This is an optimization exercise on Yosys and OpenROAD, whose aim is small area, not a production implementation. Function was checked by simulation only, so behaviour that the tests miss may differ from the original. Power figures rest on the tool's default switching activity, not on a simulated workload.

`flow/run.sh`:
```
#!/bin/bash
# synth_recipe.tcl (not shown) runs the flow's synth.tcl, then flattens the netlist and writes it again
# the make line also repeats each setting of config.mk as NAME=value (left out here)
make -C /OpenROAD-flow-scripts/flow DESIGN_CONFIG=/design/flow/config.mk WORK_HOME=/design/flow/orfs CLKGATE_MAP_FILE= SYNTH_SCRIPT=/design/flow/synth_recipe.tcl finish
```
`flow/config.mk`:
```
export PLATFORM = sky130hd
export DESIGN_NAME = watchdog_timer_block
export DESIGN_NICKNAME = watchdog_timer_block
export VERILOG_FILES = /design/flow/design.v
export SDC_FILE = /design/flow/constraint.sdc
export NUM_CORES = 4
export LEC_CHECK = 0
export CAP_MARGIN = 20
export CORE_MARGIN = 2
export CORE_UTILIZATION = 40
export SLEW_MARGIN = 20
```
`flow/constraint.sdc`:
```
create_clock -name core_clock -period 8.0 [get_ports {clk}]
set_input_delay 1.6000 -clock core_clock [delete_from_list [all_inputs] [get_ports {clk}]]
set_output_delay 1.6000 -clock core_clock [all_outputs]
set_load 0.01 [all_outputs]
```
`flow/design.v`:
```
module watchdog_timer_block (
    input  wire        clk,
    input  wire        rst,
    input  wire        sel,
    input  wire        wr,
    input  wire [15:0] off,
    input  wire [15:0] wdata,
    input  wire        tick_fire,
    input  wire        no_reboot,
    input  wire        smi_en,
    output reg  [15:0] rdata,
    output reg         smi,
    output reg         nmi,
    output reg         wdt_reset,
    output reg         tick_req,
    output reg         tick_cancel
);
    localparam [15:0] OFF_RLD   = 16'h0000;
    localparam [15:0] OFF_DIN   = 16'h0002;
    localparam [15:0] OFF_DOUT  = 16'h0003;
    localparam [15:0] OFF_STS1  = 16'h0004;
    localparam [15:0] OFF_STS2  = 16'h0006;
    localparam [15:0] OFF_CNT1  = 16'h0008;
    localparam [15:0] OFF_CNT2  = 16'h000a;
    localparam [15:0] OFF_MSG1  = 16'h000c;
    localparam [15:0] OFF_MSG2  = 16'h000d;
    localparam [15:0] OFF_WDCNT = 16'h000e;
    localparam [15:0] OFF_SWIRQ = 16'h0010;
    localparam [15:0] OFF_TMR   = 16'h0012;
    localparam [15:0] RLD_MASK  = 16'h03ff;
    localparam [15:0] STS1_MASK = 16'he870;
    localparam [15:0] STS2_MASK = 16'hfff8;
    localparam [15:0] CNT1_MASK = 16'hfeff;
    localparam [15:0] LOCK_MASK = 16'h1000;
    localparam        HALT_BIT  = 11;
    reg [15:0] reload_counter;
    reg [7:0]  data_in;
    reg [7:0]  data_out;
    reg [15:0] status1;
    reg [15:0] status2;
    reg [15:0] control1;
    reg [15:0] control2;
    reg [7:0]  message1;
    reg [7:0]  message2;
    reg [7:0]  watchdog_count;
    reg [7:0]  irq_select;
    reg [15:0] timer_value;
    reg [1:0]  n;
    reg        tick_pending;
    reg        reset_latched;
    reg [15:0] reload_counter_nx;
    reg [7:0]  data_in_nx;
    reg [7:0]  data_out_nx;
    reg [15:0] status1_nx;
    reg [15:0] status2_nx;
    reg [15:0] control1_nx;
    reg [15:0] control2_nx;
    reg [7:0]  message1_nx;
    reg [7:0]  message2_nx;
    reg [7:0]  watchdog_count_nx;
    reg [7:0]  irq_select_nx;
    reg [15:0] timer_value_nx;
    reg [1:0]  n_nx;
    reg        tick_pending_nx;
    reg        reset_latched_nx;
    reg        ev_smi;
    reg        ev_nmi;
    reg        ev_wdt_reset;
    reg        ev_renew;       
    reg        ev_cancel;      
    reg [15:0] decremented;
    wire do_read  = sel && !wr;
    wire do_write = sel && wr;
    always @(*) begin
        rdata = 16'h0000;
        if (do_read) begin
            case (off)
                OFF_RLD:   rdata = reload_counter;
                OFF_DIN:   rdata = {8'h00, data_in};
                OFF_DOUT:  rdata = {8'h00, data_out};
                OFF_STS1:  rdata = status1;
                OFF_STS2:  rdata = status2;
                OFF_CNT1:  rdata = control1;
                OFF_CNT2:  rdata = control2;
                OFF_MSG1:  rdata = {8'h00, message1};
                OFF_MSG2:  rdata = {8'h00, message2};
                OFF_WDCNT: rdata = {8'h00, watchdog_count};
                OFF_SWIRQ: rdata = {8'h00, irq_select};
                OFF_TMR:   rdata = timer_value;
                default:   rdata = 16'h0000;
            endcase
        end
    end
    always @(*) begin
        reload_counter_nx = reload_counter;
        data_in_nx        = data_in;
        data_out_nx       = data_out;
        status1_nx        = status1;
        status2_nx        = status2;
        control1_nx       = control1;
        control2_nx       = control2;
        message1_nx       = message1;
        message2_nx       = message2;
        watchdog_count_nx = watchdog_count;
        irq_select_nx     = irq_select;
        timer_value_nx    = timer_value;
        n_nx              = n;
        tick_pending_nx   = tick_pending;
        reset_latched_nx  = reset_latched;
        ev_smi       = 1'b0;
        ev_nmi       = 1'b0;
        ev_wdt_reset = 1'b0;
        ev_renew     = 1'b0;
        ev_cancel    = 1'b0;
        decremented  = 16'h0000;
        if (tick_fire && tick_pending_nx) begin
            tick_pending_nx   = 1'b0;
            decremented       = reload_counter_nx - 16'd1;
            reload_counter_nx = decremented;
            if ((decremented & RLD_MASK) != 16'h0000) begin
                tick_pending_nx = 1'b1;
                ev_renew        = 1'b1;
            end else begin
                status1_nx[3] = 1'b1;
                n_nx = n_nx + 2'd1;
                if (n_nx == 2'd2) begin
                    status1_nx[2:1] = 2'b11;
                    n_nx = 2'd0;
                    if (!no_reboot) begin
                        ev_wdt_reset     = 1'b1;
                        reset_latched_nx = 1'b1;
                    end else if (smi_en) begin
                        ev_smi = 1'b1;
                    end else begin
                        ev_nmi = 1'b1;
                    end
                end else if (smi_en) begin
                    ev_smi = 1'b1;
                end else begin
                    ev_nmi = 1'b1;
                end
                if (!reset_latched_nx) begin
                    reload_counter_nx = timer_value_nx;
                    tick_pending_nx   = 1'b1;
                    ev_renew          = 1'b1;
                end
            end
        end
        if (do_write) begin
            case (off)
                OFF_RLD: begin
                    n_nx = 2'd0;
                    if (!control1_nx[HALT_BIT] && timer_value_nx > 16'd1) begin
                        reload_counter_nx = timer_value_nx;
                        if (!reset_latched_nx) begin
                            tick_pending_nx = 1'b1;
                            ev_renew        = 1'b1;
                        end
                    end else begin
                        reload_counter_nx = wdata;
                    end
                end
                OFF_DIN: begin
                    data_in_nx    = wdata[7:0];
                    status1_nx[1] = 1'b1;
                    ev_smi        = 1'b1;
                end
                OFF_DOUT: begin
                    data_out_nx   = wdata[7:0];
                    status1_nx[2] = 1'b1;
                end
                OFF_STS1: status1_nx = wdata & STS1_MASK;
                OFF_STS2: status2_nx = wdata & STS2_MASK;
                OFF_CNT1: begin
                    control1_nx = (wdata & CNT1_MASK) | (control1_nx & LOCK_MASK);
                    if (!control1_nx[HALT_BIT] && timer_value_nx > 16'd1) begin
                        reload_counter_nx = timer_value_nx;
                        if (!reset_latched_nx) begin
                            tick_pending_nx = 1'b1;
                            ev_renew        = 1'b1;
                        end
                    end else begin
                        if (tick_pending_nx)
                            ev_cancel = 1'b1;
                        tick_pending_nx = 1'b0;
                        n_nx            = 2'd0;
                    end
                end
                OFF_CNT2:  control2_nx       = wdata;
                OFF_MSG1:  message1_nx       = wdata[7:0];
                OFF_MSG2:  message2_nx       = wdata[7:0];
                OFF_WDCNT: watchdog_count_nx = wdata[7:0];
                OFF_SWIRQ: irq_select_nx     = wdata[7:0];
                OFF_TMR:   timer_value_nx    = wdata;
                default: ;
            endcase
        end
    end
    always @(posedge clk) begin
        if (rst) begin
            reload_counter <= 16'h0000;
            data_in        <= 8'h00;
            data_out       <= 8'h00;
            status1        <= 16'h0000;
            status2        <= 16'h0000;
            control1       <= 16'h0000;
            control2       <= 16'h0008;
            message1       <= 8'h00;
            message2       <= 8'h00;
            watchdog_count <= 8'h00;
            irq_select     <= 8'h03;
            timer_value    <= 16'h0004;
            n              <= 2'd0;
            tick_pending   <= 1'b0;
            reset_latched  <= 1'b0;
            smi            <= 1'b0;
            nmi            <= 1'b0;
            wdt_reset      <= 1'b0;
            tick_req       <= 1'b0;
            tick_cancel    <= 1'b0;
        end else begin
            reload_counter <= reload_counter_nx;
            data_in        <= data_in_nx;
            data_out       <= data_out_nx;
            status1        <= status1_nx;
            status2        <= status2_nx;
            control1       <= control1_nx;
            control2       <= control2_nx;
            message1       <= message1_nx;
            message2       <= message2_nx;
            watchdog_count <= watchdog_count_nx;
            irq_select     <= irq_select_nx;
            timer_value    <= timer_value_nx;
            n              <= n_nx;
            tick_pending   <= tick_pending_nx;
            reset_latched  <= reset_latched_nx;
            smi            <= ev_smi;
            nmi            <= ev_nmi;
            wdt_reset      <= ev_wdt_reset;
            tick_req       <= ev_renew && tick_pending_nx;
            tick_cancel    <= ev_cancel;
        end
    end
endmodule
```
==> results.txt <==
==> cells in the final DEF (no fill, tap or decap), drive strengths merged, types with 3 or more instances in the layout <==
cell	Yosys	layout
clkbuf	48	19
and3	7	7
nor4	24	24
a21oi	114	114
clkinv	1	3
nor3b	3	3
a222oi	10	10
o41ai	3	3
inv	9	15
o21a	3	3
mux2	4	4
a21o	5	5
a211oi	7	7
a21boi	3	3
nor4b	3	3
nand3	41	41
or4	9	9
a22oi	36	36
a31oi	16	16
nor2b	4	4
nand2	216	216
dfxtp	143	143
nor2	45	45
clkdlybuf4s50	0	58
a221oi	10	10
nor3	22	22
bufinv	0	4
o211ai	5	5
mux2i	21	21
and2	10	10
buf	20	14
a22o	9	9
xnor2	5	5
o21ai	16	16
nand4	6	6
o22ai	6	6
==> routing by layer <==
metal	up-vias	GRT usage (%)
li1	3388	-
met3	65	5.80
met1	3441	35.7
met5	-	0
met2	326	40.2
met4	0	11.5
==> power groups by stage <==
stage          Clock, mW  Sequential (mW)  Combinational, mW
2_1_floorplan          0            0.728             0.0333
3_3_place_gp           0            0.728             0.0728
3_5_place_dp           0            0.728             0.0725
4_1_cts            0.890            0.712             0.0727
5_1_grt            0.921            0.711             0.0781
6_report           0.883            0.712             0.0740
==> layout make-up <==
cell class / count / area share (%)
flip-flops and latches: 143 / 33.4
clock inverters: 13 / 2.30
repair buffers: 72 / 7.99
clock buffers: 19 / 5.28
multi-input cells: 697 / 47.3
well taps: 229 / 3.34
inverters: 10 / 0.438
==> sequential cells by signal, summed over array words and instances, names as in the netlist <==
register        flops
control2           16
reload_counter     16
timer_value        16
control1           15
status2            13
status1            10
data_in             8
data_out            8
irq_select          8
message1            8
message2            8
watchdog_count      8
n                   2
nmi                 1
reset_latched       1
smi                 1
tick_cancel         1
tick_pending        1
tick_req            1
wdt_reset           1
==> per-stage QoR <==
step / setup WS (ns) / hold WS, ns / instances / total power, mW
CTS: 1.47 / 0.454 / 1183 / 1.67
finish: 1.45 / 0.451 / 1183 / 1.67
global placement: 1.50 / 0.439 / 1151 / 0.801
detailed placement: 1.49 / 0.445 / 1151 / 0.800
floorplan: 2.90 / 0.429 / 918 / 0.761
global route: 1.24 / 0.471 / 1183 / 1.71
==> kinds of logic (layout without fill, tap and decap cells) <==
logic type	after synthesis	after routing	synth area share [%]
AOI/OAI and AO/OA	260	260	23.7
xor gates and xnor gates	7	7	0.846
adders and majority gates	2	2	0.345
buffers and inverters	78	114	4.97
DFF	143	143	39.5
muxes	25	25	3.52
and+or+nand+nor	403	403	27.1
==> worst min-delay path by stage <==
| stage | startpoint | to | cells after the start |
|---|---|---|---|
| final | status1[13] | status1[13] | 2 |
| after global routing | status2[6] | status2[6] | 2 |
| after CTS | status1[13] | status1[13] | 2 |
| after detailed placement | status1[13] | status1[13] | 2 |
| after global placement | status2[12] | status2[12] | 2 |
| after floorplan | data_in[1] | data_in[1] | 2 |
==> tightest hold or removal path, stage by stage (launching register included) <==
cell and delay, ns:
dfxtp_1 0.31, nand2_1 0.05, a21oi_1 0.05
==> results.tsv <==
stage	metric	value	unit
status	status	finished clean	
cells_and_area	design area	8580	um2
route	wire length on met2	11300	um
sta	RSZ-0062 raised after global routing	false	
cells_and_area	filler cell count	1711	
setup_path	max incr delay on CP	0.80	ns
setup_path	Setup crit start	off[13]	
pwr	Reg power frac	42.7	%
floorplan	I/O pin count	60	
route	via count	7220	
global_routing	grt ovf	0	
global_routing	largest net degree at the start of global routing	70	
cts	clock-pin slew on the worst setup and hold paths	0.06	ns
setup_path	CP Launch Type	input pin	
cells_and_area	share of layout cells above drive strength 1	8.70	%
setup_path	CP endpoint	rdata[7]	
synthesis	number of flops mapped to enable cells by yosys	0	
route	starting DRC count in detailed routing	838	
route	met3 wire len	1850	um
pwr	Internal Power	1.28	mW
sta	final worst path period share	81.9	%
synthesis	post-synth cell types	79	
route	uppermost routed layer	met4	
cts	CTS tree	done	
setup_path	critical path's top delay family	simple AND/OR/NAND/NOR gates	
synthesis	Post-synth top cells	nand2_1 (216), dfxtp_1 (143), a21oi_1 (114), clkbuf_1 (46), nor2_1 (45)	
cts	clock sink total	143	
global_routing	initial antenna violation count	0	
setup_path	CP Cell Sequence	clkdlybuf4s50_1 -> nor4_1 -> nand3_1 -> nor2_1 -> a221oi_1 -> a31oi_1 -> clkdlybuf4s50_1	
setup_path	capture point of the worst reg-to-reg path	tick_req	
pwr	Sw Ratio	23.2	%
setup_path	CP Class	input pin to output port	
synthesis	YS warnings	1	
pwr	Switch Pwr	387	uW
cells_and_area	utilization after layout	48.1	%
place	GPL Wtd Cong	0.911	
sta	Pins Over Slew Limit	0	
setup_path	CP bufs+invs	2	
synthesis	syn avg cell area	7.89	um2
cts	CTS Hold Buffers Added	0	
route	WL/cell	21.4	um
cells_and_area	diodes inserted	0	
synthesis	area leader, netlist	dfxtp_1	
synthesis	largest cells by area after synthesis	dfxtp_1 (40%), nand2_1 (11%), a21oi_1 (7.9%)	
setup_path	CP dominant cell by count	clkdlybuf4s50_1	
place	post-placement cell area	7930	um2
setup_path	worst path arrival time	4.95	ns
pwr	P_leak	2.61	nW
sta	max_slew headroom	28.2	%
synthesis	Post-Synthesis Cells	918	
cts	clock latency on the worst-skew pair	0.43	ns
route	drt drc	0	
sta	Fmax achieved	153	MHz
synthesis	register bit total from synthesis	143	
synthesis	async set or reset register ratio after synthesis	0	%
floorplan	Chip Width	139	um
sta	sum of negative setup slack	0	ns
min_path	Hold Crit Class	register to register	
route	Routed WL	25300	um
cells_and_area	register area	2860	um2
global_routing	first-pass GRT wire length	39400	um
cts	H-tree Lvls	4	
route	DR pass1 iterations	5	
sta	Hold Fails Final Rpt	0	
floorplan	Core ar.	17800	um2
sta	worst-margin pin slew	1.07	ns
cts	Post-CTS Resized	0	
synthesis	sequential area share after synthesis	39.5	%
floorplan	Cell Rows	49	
setup_path	Critical Path End Type	output port	
pwr	pwr/cell area	195	nW/um2
setup_path	reg2reg start	reload_counter[0]	
floorplan	DIE HEIGHT	139	um
cells_and_area	Layout area overhead	18.4	%
route	DR vias/cell	6.10	
setup_path	total stage count of the critical path	7	
synthesis	top-count cell post-synth	nand2_1	
route	Final ANT Viol Nets	0	
pwr	Comb power frac	4.4	%
setup_path	internal reg-to-reg setup slack	5.13	ns
cells_and_area	Multi-input gate area	4060	um2
synthesis	Post-Syn Area	7240	um2
global_routing	vias in the first global route	6773	
sta	Layout Skew	0.0100	ns
synthesis	syn nets	959	
sta	endpoints failing setup	0	
cts	total setup buffers inserted after CTS	0	
cts	CTS Buf Count	17	
global_routing	gr usage total	26.2	%
pwr	Max VDD drop	0.148	mV
cts	CTS root buffer	clkbuf_16	
setup_path	Worst R2R Path Depth	8	
setup_path	CP Data Required Time	6.40	ns
setup_path	slowest cell on the critical path	nor2_1	
floorplan	Die ar.	19200	um2
cells_and_area	Final nets	982	
pwr	Clock power frac	52.9	%
route	M1 wire length	11300	um
sta	minimum clock period	6.55	ns
place	HPWL Detailed	17100	um
synthesis	top cell type's share of synthesized area	39.5	%
flow_run	max-cap violation count	0	
cts	CTS max path bufs	2	
floorplan	Initial Utilization	40.6	%
place	port buffer count	59	
setup_path	Worst Path Max Fanout	15	
synthesis	top_reg_cell synth	dfxtp_1	

[re-timing with driven ports]
The results above use ideal ports. As a check the final layout listed here was re-extracted and re-timed, cells and wires unchanged. Step 1: set_driving_cell puts a clkbuf_16 on clk and a buf_2 on each other input, an assumption about the parent block. Step 2 moves the port delays by t, midway between the first and last clock arrival at a register: inputs arrive t later, outputs are due t later. That takes back most of the time a late clock gives input paths. Three values: ideal, step 1, step 2; two values: the first two.
shift t [ns]: 0.474
setup slack, ns: 1.448 / 1.427 / 1.427
worst setup path at the end: input to output
slew at the worst register clock pin (ns): 0.07 / 0.07
After both steps setup and hold are still met in this run. For this run, drivers alone change the setup slack by -0.021 ns; drivers and shift together by -0.021 ns.
